From an optimization exercise on the open Yosys and OpenROAD flow, aimed at small area; shortcuts taken in it are not production practice.
Only simulation tests tie the RTL to the original design; equivalence was not proved.
Power figures rest on the tool's default switching activity, not on a simulated workload.

[design/flow/run.sh]
#!/bin/bash
# synth_recipe.tcl (not shown) runs the flow's synth.tcl, then flattens the netlist and writes it again
# the make line also repeats each setting of config.mk as NAME=value (left out here)
make -C /OpenROAD-flow-scripts/flow DESIGN_CONFIG=/design/flow/config.mk WORK_HOME=/design/flow/orfs CLKGATE_MAP_FILE= SYNTH_SCRIPT=/design/flow/synth_recipe.tcl finish
[design/flow/config.mk]
export PLATFORM = sky130hd
export DESIGN_NAME = ppm_core
export DESIGN_NICKNAME = ppm_core
export VERILOG_FILES = /design/flow/design.v
export SDC_FILE = /design/flow/constraint.sdc
export NUM_CORES = 4
export LEC_CHECK = 0
export CAP_MARGIN = 20
export CORE_MARGIN = 2
export CORE_UTILIZATION = 40
export SLEW_MARGIN = 20
[design/flow/constraint.sdc]
create_clock -name core_clock -period 20.0 [get_ports {clk}]
set_input_delay 4.0000 -clock core_clock [delete_from_list [all_inputs] [get_ports {clk}]]
set_output_delay 4.0000 -clock core_clock [all_outputs]
set_load 0.01 [all_outputs]
[design/flow/design.v]
module ppm_dec #(
    parameter integer CPU      = 10,    
    parameter integer Q_IN_CAP = 4,     
    parameter integer Q_OUT_CAP = 4     
) (
    input  wire         clk,
    input  wire         rst,           
    input  wire         pin,           
    input  wire         ready_set,     
    input  wire         kick_set,      
    input  wire         msg_valid,     
    input  wire [31:0]  msg_src,
    output wire         msg_ready,
    output wire         out_valid,     
    output wire [31:0]  out_dst,
    output wire [191:0] out_data,
    input  wire         out_pop,
    output reg          malformed
);
    localparam [31:0] CYC_MAX     = 32'hFFFF_FFFF;
    localparam [31:0] MAX_GAP_C   = 1720 * CPU;
    localparam [31:0] MAX_PULSE_C = 320 * CPU;
    reg        run;               
    reg        ready;
    reg [31:0] cyc;
    reg        kick;
    reg        last;
    reg [3:0]  idx;
    reg [15:0] frame [0:11];
    reg [31:0] peer;
    reg [31:0] inq_src [0:Q_IN_CAP-1];
    reg [2:0]  in_cnt;
    reg [31:0]  outq_dst  [0:Q_OUT_CAP-1];
    reg [191:0] outq_data [0:Q_OUT_CAP-1];
    reg [1:0]   out_head;
    reg [1:0]   out_tail;
    reg [2:0]   out_cnt;
    wire [3:0]  idx_w   = (idx >= 4'd12) ? 4'd0 : idx;    
    wire        rise    = ~last &  pin;
    wire        fall    =  last & ~pin;
    wire        is_gap  = rise & (cyc > MAX_GAP_C);
    wire        is_chan = rise & ~is_gap;
    wire        is_long = fall & (cyc > MAX_PULSE_C);
    wire        edge_seen = rise | fall;
    wire [15:0] width_us = ({1'b0, cyc[14:0]} / CPU) + 16'd300;
    wire [15:0] width_cl = (width_us < 16'd1000) ? 16'd1000 :
                           (width_us > 16'd2000) ? 16'd2000 : width_us;
    wire        service  = run & kick;
    wire [31:0] peer_new = (in_cnt != 3'd0) ? inq_src[in_cnt - 3'd1] : peer;
    wire [191:0] reply_data;
    genvar g;
    generate
        for (g = 0; g < 12; g = g + 1) begin : g_pack
            assign reply_data[16*g +: 16] =
                (run && is_chan && idx_w == g) ? width_cl : frame[g];
        end
    endgenerate
    wire push_reply = service && (out_cnt < Q_OUT_CAP);
    wire pop_reply  = out_pop && (out_cnt != 3'd0);
    assign msg_ready = (in_cnt < Q_IN_CAP);
    assign out_valid = (out_cnt != 3'd0);
    assign out_dst   = outq_dst[out_head];
    assign out_data  = outq_data[out_head];
    wire       accept_msg  = msg_valid && msg_ready;
    wire [2:0] in_cnt_left = service ? 3'd0 : in_cnt;
    integer i;
    always @(posedge clk) begin
        if (rst) begin
            run       <= 1'b0;
            ready     <= 1'b0;
            cyc       <= 32'd0;
            kick      <= 1'b0;
            last      <= 1'b0;
            idx       <= 4'd0;
            peer      <= 32'd0;
            malformed <= 1'b0;
            in_cnt    <= 3'd0;
            out_head  <= 2'd0;
            out_tail  <= 2'd0;
            out_cnt   <= 3'd0;
            for (i = 0; i < 12; i = i + 1)
                frame[i] <= 16'd1000;
        end else begin
            malformed <= 1'b0;
            if (!run) begin
                if (ready) begin
                    run <= 1'b1;
                    cyc <= 32'd0;
                end
            end else begin
                if (is_gap)
                    idx <= 4'd0;
                else if (is_chan) begin
                    frame[idx_w] <= width_cl;
                    idx <= idx_w + 4'd1;
                end else
                    idx <= idx_w;
                if (is_long)
                    malformed <= 1'b1;
                last <= pin;
                if (service) begin
                    kick <= 1'b0;
                    peer <= peer_new;
                end
                if (edge_seen)
                    cyc <= 32'd1;
                else if (cyc != CYC_MAX)
                    cyc <= cyc + 32'd1;
            end
            if (ready_set)
                ready <= 1'b1;
            if (kick_set)
                kick <= 1'b1;
            if (accept_msg)
                inq_src[in_cnt_left[1:0]] <= msg_src;
            in_cnt <= in_cnt_left + {2'b00, accept_msg};
            if (push_reply) begin
                outq_dst[out_tail]  <= peer_new;
                outq_data[out_tail] <= reply_data;
                out_tail <= out_tail + 2'd1;
            end
            if (pop_reply)
                out_head <= out_head + 2'd1;
            out_cnt <= out_cnt + {2'b00, push_reply} - {2'b00, pop_reply};
        end
    end
endmodule
module ppm_enc #(
    parameter integer CPU      = 10,    
    parameter integer Q_IN_CAP = 4      
) (
    input  wire         clk,
    input  wire         rst,           
    input  wire         ready_set,     
    input  wire         kick_set,      
    input  wire         msg_valid,     
    input  wire [8:0]   msg_len,
    input  wire [191:0] msg_data,
    output wire         msg_ready,
    output wire         ppm_out
);
    localparam [31:0] PULSE_C  = 300 * CPU;
    localparam [32:0] FRAME_C  = 22500 * CPU;
    reg        run;               
    reg        ready;
    reg [31:0] cyc;
    reg        kick;
    reg        level;
    reg [3:0]  idx;
    reg [31:0] acc;
    reg [31:0] deadline;
    reg [15:0] frame [0:11];
    reg [8:0]   inq_len  [0:Q_IN_CAP-1];
    reg [191:0] inq_data [0:Q_IN_CAP-1];
    reg [2:0]   in_cnt;
    assign ppm_out = level;
    wire [31:0] e   = cyc;
    wire        hit = (e >= deadline);
    wire [31:0] o   = e - deadline;                   
    wire [32:0] acc_sum = {1'b0, acc} + {1'b0, e};
    wire [31:0] acc_add = acc_sum[32] ? 32'hFFFF_FFFF : acc_sum[31:0];
    wire [3:0]  ch      = (idx >= 4'd12) ? 4'd0 : idx;
    wire [15:0] ch_val  = frame[ch];
    wire [15:0] ch_cl   = (ch_val < 16'd1000) ? 16'd1000 :
                          (ch_val > 16'd2000) ? 16'd2000 : ch_val;
    wire [31:0] rest_nom = ch_cl * CPU - PULSE_C;
    wire [31:0] rest_dl  = (o >= rest_nom) ? 32'd0 : rest_nom - o;
    wire [31:0] pulse_dl = (o >= PULSE_C) ? 32'd0 : PULSE_C - o;
    wire [32:0] pad_used = {1'b0, acc_add} + {1'b0, o};
    wire [32:0] pad_diff = FRAME_C - pad_used;
    wire [31:0] pad_dl   = (pad_used >= FRAME_C) ? 32'd0 : pad_diff[31:0];
    wire service = run & kick;
    reg         upd;
    reg [191:0] upd_data;
    integer j;
    always @* begin
        upd      = 1'b0;
        upd_data = inq_data[0];
        for (j = 0; j < Q_IN_CAP; j = j + 1) begin
            if (j < in_cnt && inq_len[j] == 9'd24) begin
                upd      = 1'b1;
                upd_data = inq_data[j];
            end
        end
    end
    assign msg_ready = (in_cnt < Q_IN_CAP);
    wire       accept_msg  = msg_valid && msg_ready;
    wire [2:0] in_cnt_left = service ? 3'd0 : in_cnt;
    integer i;
    always @(posedge clk) begin
        if (rst) begin
            run      <= 1'b0;
            ready    <= 1'b0;
            cyc      <= 32'd0;
            kick     <= 1'b0;
            level    <= 1'b0;
            idx      <= 4'd0;
            acc      <= 32'd0;
            deadline <= 32'd0;
            in_cnt   <= 3'd0;
            for (i = 0; i < 12; i = i + 1)
                frame[i] <= 16'd1000;
        end else begin
            if (!run) begin
                if (ready) begin
                    run <= 1'b1;
                    cyc <= 32'd0;
                end
            end else begin
                if (hit) begin
                    level <= ~level;
                    if (!level) begin
                        acc      <= acc_add;
                        deadline <= pulse_dl;
                    end else if (idx == 4'd0) begin
                        acc      <= e;
                        deadline <= rest_dl;
                        idx      <= 4'd1;
                    end else if (idx >= 4'd12) begin
                        acc      <= acc_add;
                        deadline <= pad_dl;
                        idx      <= 4'd0;
                    end else begin
                        acc      <= acc_add;
                        deadline <= rest_dl;
                        idx      <= idx + 4'd1;
                    end
                    cyc <= 32'd1;
                end else if (cyc != 32'hFFFF_FFFF) begin
                    cyc <= cyc + 32'd1;
                end
                if (service) begin
                    kick <= 1'b0;
                    if (upd)
                        for (i = 0; i < 12; i = i + 1)
                            frame[i] <= upd_data[16*i +: 16];
                end
            end
            if (ready_set)
                ready <= 1'b1;
            if (kick_set)
                kick <= 1'b1;
            if (accept_msg) begin
                inq_len[in_cnt_left[1:0]]  <= msg_len;
                inq_data[in_cnt_left[1:0]] <= msg_data;
            end
            in_cnt <= in_cnt_left + {2'b00, accept_msg};
        end
    end
endmodule
module ppm_core (
    input  wire         clk,
    input  wire         rst,             
    input  wire         dec_reset,       
    input  wire         dec_ready,       
    input  wire         dec_kick,        
    input  wire         ppm_in,          
    input  wire         dec_msg_valid,   
    input  wire [31:0]  dec_msg_src,
    output wire         dec_msg_ready,
    output wire         dec_out_valid,   
    output wire [31:0]  dec_out_dst,
    output wire [191:0] dec_out_data,
    input  wire         dec_out_pop,
    output wire         dec_malformed,
    input  wire         enc_reset,       
    input  wire         enc_ready,       
    input  wire         enc_kick,        
    input  wire         enc_msg_valid,   
    input  wire [8:0]   enc_msg_len,
    input  wire [191:0] enc_msg_data,
    output wire         enc_msg_ready,
    output wire         ppm_out          
);
    localparam integer CPU = 10;         
    ppm_dec #(.CPU(CPU), .Q_IN_CAP(4), .Q_OUT_CAP(4)) u_dec (
        .clk       (clk),
        .rst       (rst | dec_reset),
        .pin       (ppm_in),
        .ready_set (dec_ready),
        .kick_set  (dec_kick),
        .msg_valid (dec_msg_valid),
        .msg_src   (dec_msg_src),
        .msg_ready (dec_msg_ready),
        .out_valid (dec_out_valid),
        .out_dst   (dec_out_dst),
        .out_data  (dec_out_data),
        .out_pop   (dec_out_pop),
        .malformed (dec_malformed)
    );
    ppm_enc #(.CPU(CPU), .Q_IN_CAP(4)) u_enc (
        .clk       (clk),
        .rst       (rst | enc_reset),
        .ready_set (enc_ready),
        .kick_set  (enc_kick),
        .msg_valid (enc_msg_valid),
        .msg_len   (enc_msg_len),
        .msg_data  (enc_msg_data),
        .msg_ready (enc_msg_ready),
        .ppm_out   (ppm_out)
    );
endmodule
==> metrics.md <==
| Metric | Value |
|---|---|
| CP top delay family | compound AO/OA/AOI/OAI gates |
| Number of synthesized flops with an enable pin | 1840 |
| Die Area | 243000 um^2 |
| Setup TNS | 0 ns |
| Largest net degree at the start of global routing | 150 |
| PortBufs | 437 |
| Area of the multi-input gates | 30400 um^2 |
| Fin. max-slew vios | 0 |
| Ports | 474 |
| Hold buffer count at cts | 0 |
| Fin crit share | 0.603 |
| CTS tree | yes |
| Initial Utilization | 0.402 |
| Row count | 179 |
| Max-Cap Viols | 0 |
| Synth cell types | approximately 110 |
| Combinational power share | 0.042 |
| Drt total wl | 254 mm |
| Highest Signal Layer | met5 |
| 1st-pass router iterations | 6 |
| Hold Vio Cnt, Final | 0 |
| Mapped Cells | roughly 7k |
| RSZ-0062 raised after global routing | false |
| Number of global-route vias before repair | between 50k and 60k |
| Layout area overhead | 16.5% |
| DR DRC count | 0 |
| Post-synth top cells | edfxtp_1, nor2_1, nand2_1, a211oi_1, dfxtp_1 |
| Post-Layout Cell Count | between 10k and 15k |
| H-Tree Depth | 4 |
| Fmax | ~83 MHz |
| Worst setup EP type | register |
| Largest area contributor in the netlist | edfxtp_1 |
| CP peak stage delay | 0.76 ns |
| Initial antenna violation count | 47 |
| Sw frac | 0.212 |
| First-pass GRT wire length | 375 mm |
| Kind of start point of the critical path | register |
| Drt wl/cell | 23.4 um |
| Die Span Y | between 400 and 500 um |
| Yosys top cell area share | 0.578 |
| Clk root buf | clkbuf_16 |
| Worst Path Required | 20.51 ns |
| Total grt overflow | 0 |
| Worst vdd ir | 0.0000819 V |
| Hpwl dp | 165 mm |
| Fill cell count | 20.8k |
| Psw | approximately 2.1 mW |
| CTS Buf Count | 225 |
| Internal | 7.77 mW |
| Seq. cell area | about 63000 um^2 |
| WL met1 | 108 mm |
| Post-Syn Area | roughly 96000 um^2 |
| Post-cts resize count | 0 |
| Met3 wire length | 17.4 mm |
| Final WS setup | ~7.9 ns |
| Clock power share | 0.446 |
| DP Cell Count | 10.4k |
| #FFs+latches synth | roughly 2.2k |
| Core ar. | 238000 um^2 |
| Share of layout cells above drive strength 1 | 0.107 |
| Worst-Margin Slew | roughly 1.2 ns |
| Via Count | approximately 60k |
| Final Setup Violations | 0 |
| Vias per inst | about 5.5 |
| Synth Warn # | 3 |
| Area contributors post-synth | edfxtp_1, dfxtp_1, mux4_2 |
| Arrival @ worst endpoint | about 13 ns |
| Share of synthesized registers carrying an async set or reset | 0 |
| Die Span X | 493 um |
| Final ANT Viol Nets | 0 |
| Pwr per Cell Area | 88.7 nW/um^2 |
| Crit path max fanout | 26 |
| CP max-delay cell | o2bb2ai_1 |
| Clock Skew | 0.110 ns |
| Clk buf depth | 3 |
| Avg Inst Size Synth | between 10 and 15 um^2 |
| Leakage | 37.9 nW |
| Clk sinks | ~2.2k |
| Hold Crit Class | reg2reg |
| Slew Limit Headroom | 0.215 |
| # nets final | 7927 |
| CP Buf/Inv Count | 3 |
| Worst-Skew Late Latency | 0.91 ns |
| # Post-CTS Setup Buffers | 0 |
| Main synth FF type | edfxtp_1 |
| Met2 Routed Length | 121 mm |
| Outcome | complete, no violations |
| GPL Wtd Cong | about 0.86 |
| WS Path Type | reg2reg |
| GRT Util Overall | 0.204 |
| Sequential share of power | 0.513 |
| Iteration-0 DRC Markers | 5241 |
| Min Tclk post-route | 12.07 ns |
| Most common cell in the netlist | edfxtp_1 |
| Sequential area share after synthesis | 0.659 |
| CTS clk-pin slew, worst paths | 0.07 ns |
| Placement Setup Slack | 8.18 ns |
## cells by family (layout without fill, tap and decap cells)
family,count (synthesis),in the layout,share of synthesized area
buffers and inverters,646,1188,0.0278
AO/OA/AOI/OAI,1388,1388,0.0962
AND/OR/NAND/NOR,1935,1935,0.0911
other,1,77,0.0000393
XOR/XNOR,211,211,0.0198
multiplexers,472,472,0.0793
flip-flops,2224,2224,0.659
adder cells (fa/ha/maj),201,201,0.0268
## flip-flops by register name (all words and copies together) (netlist names), 4 cells and up, named ones only
name	cells
u_enc.idx	4
u_dec.peer	32
u_dec.cyc	32
u_dec.outq_data	624
u_dec.frame	156
u_enc.deadline	32
u_dec.idx	4
u_enc.inq_len	36
u_enc.inq_data	768
u_dec.inq_src	128
u_enc.acc	32
u_enc.cyc	32
u_enc.frame	192
u_dec.outq_dst	128
## power groups by stage
stage / combinational [mW] / clock, mW / sequential [mW]
after global placement: 0.397 / 0 / 5.16
after CTS: 0.408 / 4.48 / 5.06
after detailed placement: 0.405 / 0 / 5.16
after global routing: 0.451 / 4.65 / 5.06
after floorplan: 0.251 / 0 / 5.16
final: 0.410 / 4.40 / 5.06
## cell type report
| type | count | share of cell area |
|---|---|---|
| diodes | 8 | 0.000180 |
| well taps | 3167 | 0.0356 |
| clock buffers | 290 | 0.0551 |
| repair buffers | 540 | 0.0471 |
| multi-input cells | 4276 | 0.273 |
| clock inverters | 142 | 0.0161 |
| flip-flops and latches | 2224 | 0.566 |
| inverters | 216 | 0.00729 |
## final timing paths
check | start | to | slack [ns] | cells past startpoint
setup reg to reg | u_dec.cyc[12] | u_dec.outq_data[1][145] | 7.93 | 36
hold reg to reg | u_enc.ready | u_enc.ready | 0.47 | 2
setup / recovery | u_dec.cyc[12] | u_dec.outq_data[1][145] | 7.93 | 36
hold / removal | u_enc.ready | u_enc.ready | 0.47 | 2
## placed cells by master, fill, tap and decap left out, types with 32 or more instances in the layout
master / count
nand4_1: 64
nor4_1: 33
mux4_2: 220
clkbuf_16: 228
o21bai_1: 32
a211oi_1: 408
a221oi_1: 37
a22oi_1: 41
clkbuf_1: 43
ha_1: 192
a21o_1: 44
and3_1: 41
nand2b_1: 36
mux2_2: 40
inv_1: 212
nand3_1: 91
and2_1: 57
mux2i_1: 203
buf_4: 94
nor2b_1: 44
nor3_1: 181
clkdlybuf4s50_1: 437
dfxtp_1: 381
xnor2_1: 129
clkinv_1: 35
clkinv_2: 37
edfxtp_1: 1840
a21oi_1: 223
conb_1: 69
nor2_1: 797
o21ai_0: 346
xor2_1: 78
nand2_1: 471
## through the flow
stage	instance area [um^2]	util	total power, mW	hold slack, ns
floorplan	95800	-	5.42	0.439
global route	111000	0.468	10.2	0.488
detailed placement	103000	0.435	5.56	0.459
global placement	103000	0.435	5.55	0.458
CTS	111000	0.468	9.95	0.475
finish	111000	0.468	9.87	0.470
## worst register-to-register path: cells and delay by family (launching register included)
family | cells | cell delay [ns]
xor gates and xnor gates | 1 | 0.27
buffers and inverters | 3 | 0.89
adders and majority gates | 2 | 0.71
DFF | 1 | 0.72
AOI/OAI and AO/OA | 15 | 4.77
and+or+nand+nor | 15 | 4.39
## metal layers
metal  global-route usage  vias to the layer above
li1                     -                    27600
met1                0.272                    30000
met2                0.334                     1815
met3               0.0435                      414
met4               0.0612                       64
met5                    0                        -

[afterwards: timing with drivers on the ports]
Ports are ideal in the flow. The routed layout listed here was re-timed in OpenROAD.
Step 1 (the two cells are an assumption about what drives the block):
set clk [get_ports {clk}]
set_driving_cell -lib_cell sky130_fd_sc_hd__clkbuf_16 $clk
set_driving_cell -lib_cell sky130_fd_sc_hd__buf_2 [delete_from_list [all_inputs] $clk]
Step 2 also shifts input and output timing later by t, the mid clock arrival at the registers, as if the neighbouring blocks saw the same clock.
a / b / c = ideal ports / drivers / drivers and shift; a / b = the first two.
shift t [ns]: 0.957
setup WS [ns]: 7.933 / 7.933 / 7.933
worst setup path after step 2: register to register
After both steps setup and hold are still met in this run. The setup slack of this run moves by 0.000 ns with the drivers and by 0.000 ns with both steps.
